Source: an optimization exercise on an open RTL-to-GDS flow (aim: small area, a short achievable clock period and few clock cycles per item). Production flows keep margins and buffers that such runs may drop.
Power figures rest on the tool's default switching activity, not on a simulated workload.

Setup of beta:
## muxcodec_quant
module muxcodec_quant (
    input  wire        clk,
    input  wire        rst,         
    input  wire        in_valid,
    output wire        in_ready,
    input  wire        in_op,       
    input  wire [2:0]  in_res,      
    input  wire [2:0]  in_qty,      
    input  wire [63:0] in_din,
    output reg         out_valid,
    output reg  [63:0] out_dout,
    output reg  [2:0]  out_err      
);
clock: 9.0 ns
lec_check: 0
cap_margin: 20
core_margin: 2
core_utilization: 40
setup_slack_margin: 4.5
slew_margin: 20
run.sh (not shown) runs the stock make flow with config.mk's settings and CLKGATE_MAP_FILE= SYNTH_SCRIPT=/design/flow/synth_recipe.tcl, a recipe that flattens the netlist after the stock synthesis.
Setup changes, beta to delta
--- a/flow/design.v
+++ b/flow/design.v
@@ -166,17 +166,17 @@
     end
     wire        i_e32ff = (i_e32 == 8'hFF);
     wire [22:0] i_m32   = {in_din[22] | (i_e32ff & (|in_din[21:0])), in_din[21:0]};
     wire [10:0] i_x32   = i_e32ff ? 11'h7FF :
                           (i_e32 == 8'd0) ? 11'd897 :
                           {i_e32[7], ~i_e32[7], ~i_e32[7], ~i_e32[7], i_e32[6:0]};
     wire [52:0] d  = {1'b1, rom_m};
-    wire [55:0] S1 = {1'b0, A} + {1'b0, ~{2'b00, d}}       + 56'd1;    
-    wire [55:0] S2 = {1'b0, A} + {1'b0, ~{1'b0, d, 1'b0}}  + 56'd1;    
-    wire [55:0] S3 = {1'b0, A} + {1'b0, ~rom_m3}           + 56'd1;    
+    wire [55:0] S1 = add55(A, ~{2'b00, d},      1'b1);    
+    wire [55:0] S2 = add55(A, ~{1'b0, d, 1'b0}, 1'b1);    
+    wire [55:0] S3 = add55(A, ~rom_m3,          1'b1);    
     wire        ge1 = S1[55], ge2 = S2[55], ge3 = S3[55];
     wire        qb0 = ge2;                    
     wire        qb1 = ge3 | (ge1 & ~ge2);     
     wire        kr0    = B[31], kr1 = B[30];
     wire        km0    = (neg & seen) ? ~kr0 : kr0;
     wire        seen0  = seen | kr0;
     wire        km1    = (neg & seen0) ? ~kr1 : kr1;
Findings:
Start point of the critical path: kind[0]$_DFFE_PN_ -> beta, d[32]$_DFF_P_ -> delta
From beta to delta the numbers moved as follows: worst hold slack shrank by 0.054 ns; time the final worst path needs with I/O delays and setup shrank by 0.094 ns; switching part of the total power shrank by 3.9 points; vias after detailed routing shrank by 5367; overall routed net length shrank by 35000 um.
The final reports for delta and beta show total CTS buffers lower in the former.
In the reports for beta and delta, the larger number of instances in the placed design belongs to beta.
Capturing element of the worst setup path = A[19]$_DFF_P_: delta; capturing element of the worst setup path = out_dout[51]$_SDFF_PP0_: beta
Compared with beta, delta supports a higher clock frequency.
Looking at core outline area, delta sits about 10% below beta.
Total power: delta below beta
Post-route worst setup slack ended up 0.094 ns higher on delta than on beta.
No functional check of the RTL was part of any run of this note.


indigo:
muxcodec_quant, a different RTL version from the one above (not shown whole).
Size: ~3500 cells after synthesis, roughly 280 flip-flops, roughly 140 I/O pins.
clock: 9.0 ns
lec_check: 0
cap_margin: 20
core_margin: 2
core_utilization: 40
setup_slack_margin: 4.5
slew_margin: 20
indigo ended with every stage complete and zero timing, DRC or antenna violations.
diff inputs: indigo => lagoon
--- a/flow/design.v
+++ b/flow/design.v
@@ -253,18 +253,17 @@
     wire        m_top  = acc[52];
     wire [52:0] m_man  = m_top ? acc : {acc[51:0], h1};
     wire        m_rb   = m_top ? h1 : h0;
     wire        m_sb   = m_top ? (h0 | g1 | g0 | stk) : (g1 | g0 | stk);
     wire        m_up   = m_rb & (m_sb | m_man[0]);
     wire [53:0] m_rnd  = inc_out;
     wire [10:0] m_exp0 = X + {10'd0, m_top};
     wire [10:0] m_exp1 = X + {9'd0, m_top, ~m_top};
-    wire        m_cy   = m_up & (&acc[51:0]) & (m_top | h1);
-    wire [10:0] m_exp  = m_cy ? m_exp1 : m_exp0;
+    wire [10:0] m_exp  = m_rnd[53] ? m_exp1 : m_exp0;
     wire [63:0] m_dout = {neg, m_exp, m_rnd[51:0]};
     wire [52:0] fm     = ~A[52:0];
     wire        f_rb   = fm[28];
     wire        f_up   = f_rb & (fst | fm[29]);
     wire [7:0]  f_e8   = {~X[7], X[6:0]} & {8{fm[52]}};
     wire [30:0] f_body = inc_out[30:0];
     wire        f_nan  = |fm[51:0];
     reg  [31:0] f_out;
Notes after the runs:
- lagoon vs indigo, maximum resistive drop on vdd went down by 9.9%.
- lagoon vs indigo — netlist area before placement climbed slightly
- Compared with indigo, in lagoon number of global-route vias before repair has remained practically unchanged; routed wire length now sits lower; fraction of the yosys area taken by sequential cells has decreased; final worst-path setup slack went down; floorplan die height rose 0.85%.
- For the overall track demand over capacity in global routing, lagoon came in 2.1 points lower than indigo did.
No functional check of the RTL was part of any run of this note.

[separate check: timing with driven ports]
Ports are ideal in the flow. The routed layouts listed here were re-timed in OpenROAD.
Step 1 (the two cells are an assumption about what drives the block):
set clk [get_ports {clk}]
set_driving_cell -lib_cell sky130_fd_sc_hd__clkbuf_16 $clk
set_driving_cell -lib_cell sky130_fd_sc_hd__buf_2 [delete_from_list [all_inputs] $clk]
Step 2 adds t to the input delays and takes it off the output delays; t is the mean of the earliest and latest rising clock arrival at the registers after step 1. Input paths then give back, and output paths get back, about the clock's delay inside the block.
Three values: ideal ports, drivers, drivers and shift; two values: the first two.
| run | t, ns | slack for setup (ns) | hold slack, ns | worst setup path at the end | cell pins on the clock port's net |
|---|---|---|---|---|---|
| beta | 0.646 | 4.397 / 4.397 / 3.958 | 0.401 / 0.401 / 0.401 | input to register | 1 |
| delta | 0.633 | 4.491 / 4.491 / 4.033 | 0.348 / 0.348 / 0.348 | input to register | 1 |
| indigo | 0.683 | 4.496 / 4.496 / 4.039 | 0.368 / 0.368 / 0.368 | input to register | 1 |
| lagoon | 0.630 | 4.323 / 4.323 / 4.068 | 0.429 / 0.429 / 0.429 | input to register | 1 |
After both steps setup and hold are still met in every run listed. For delta, which loses most, drivers alone change the setup slack by 0.000 ns; drivers and shift together by -0.458 ns.
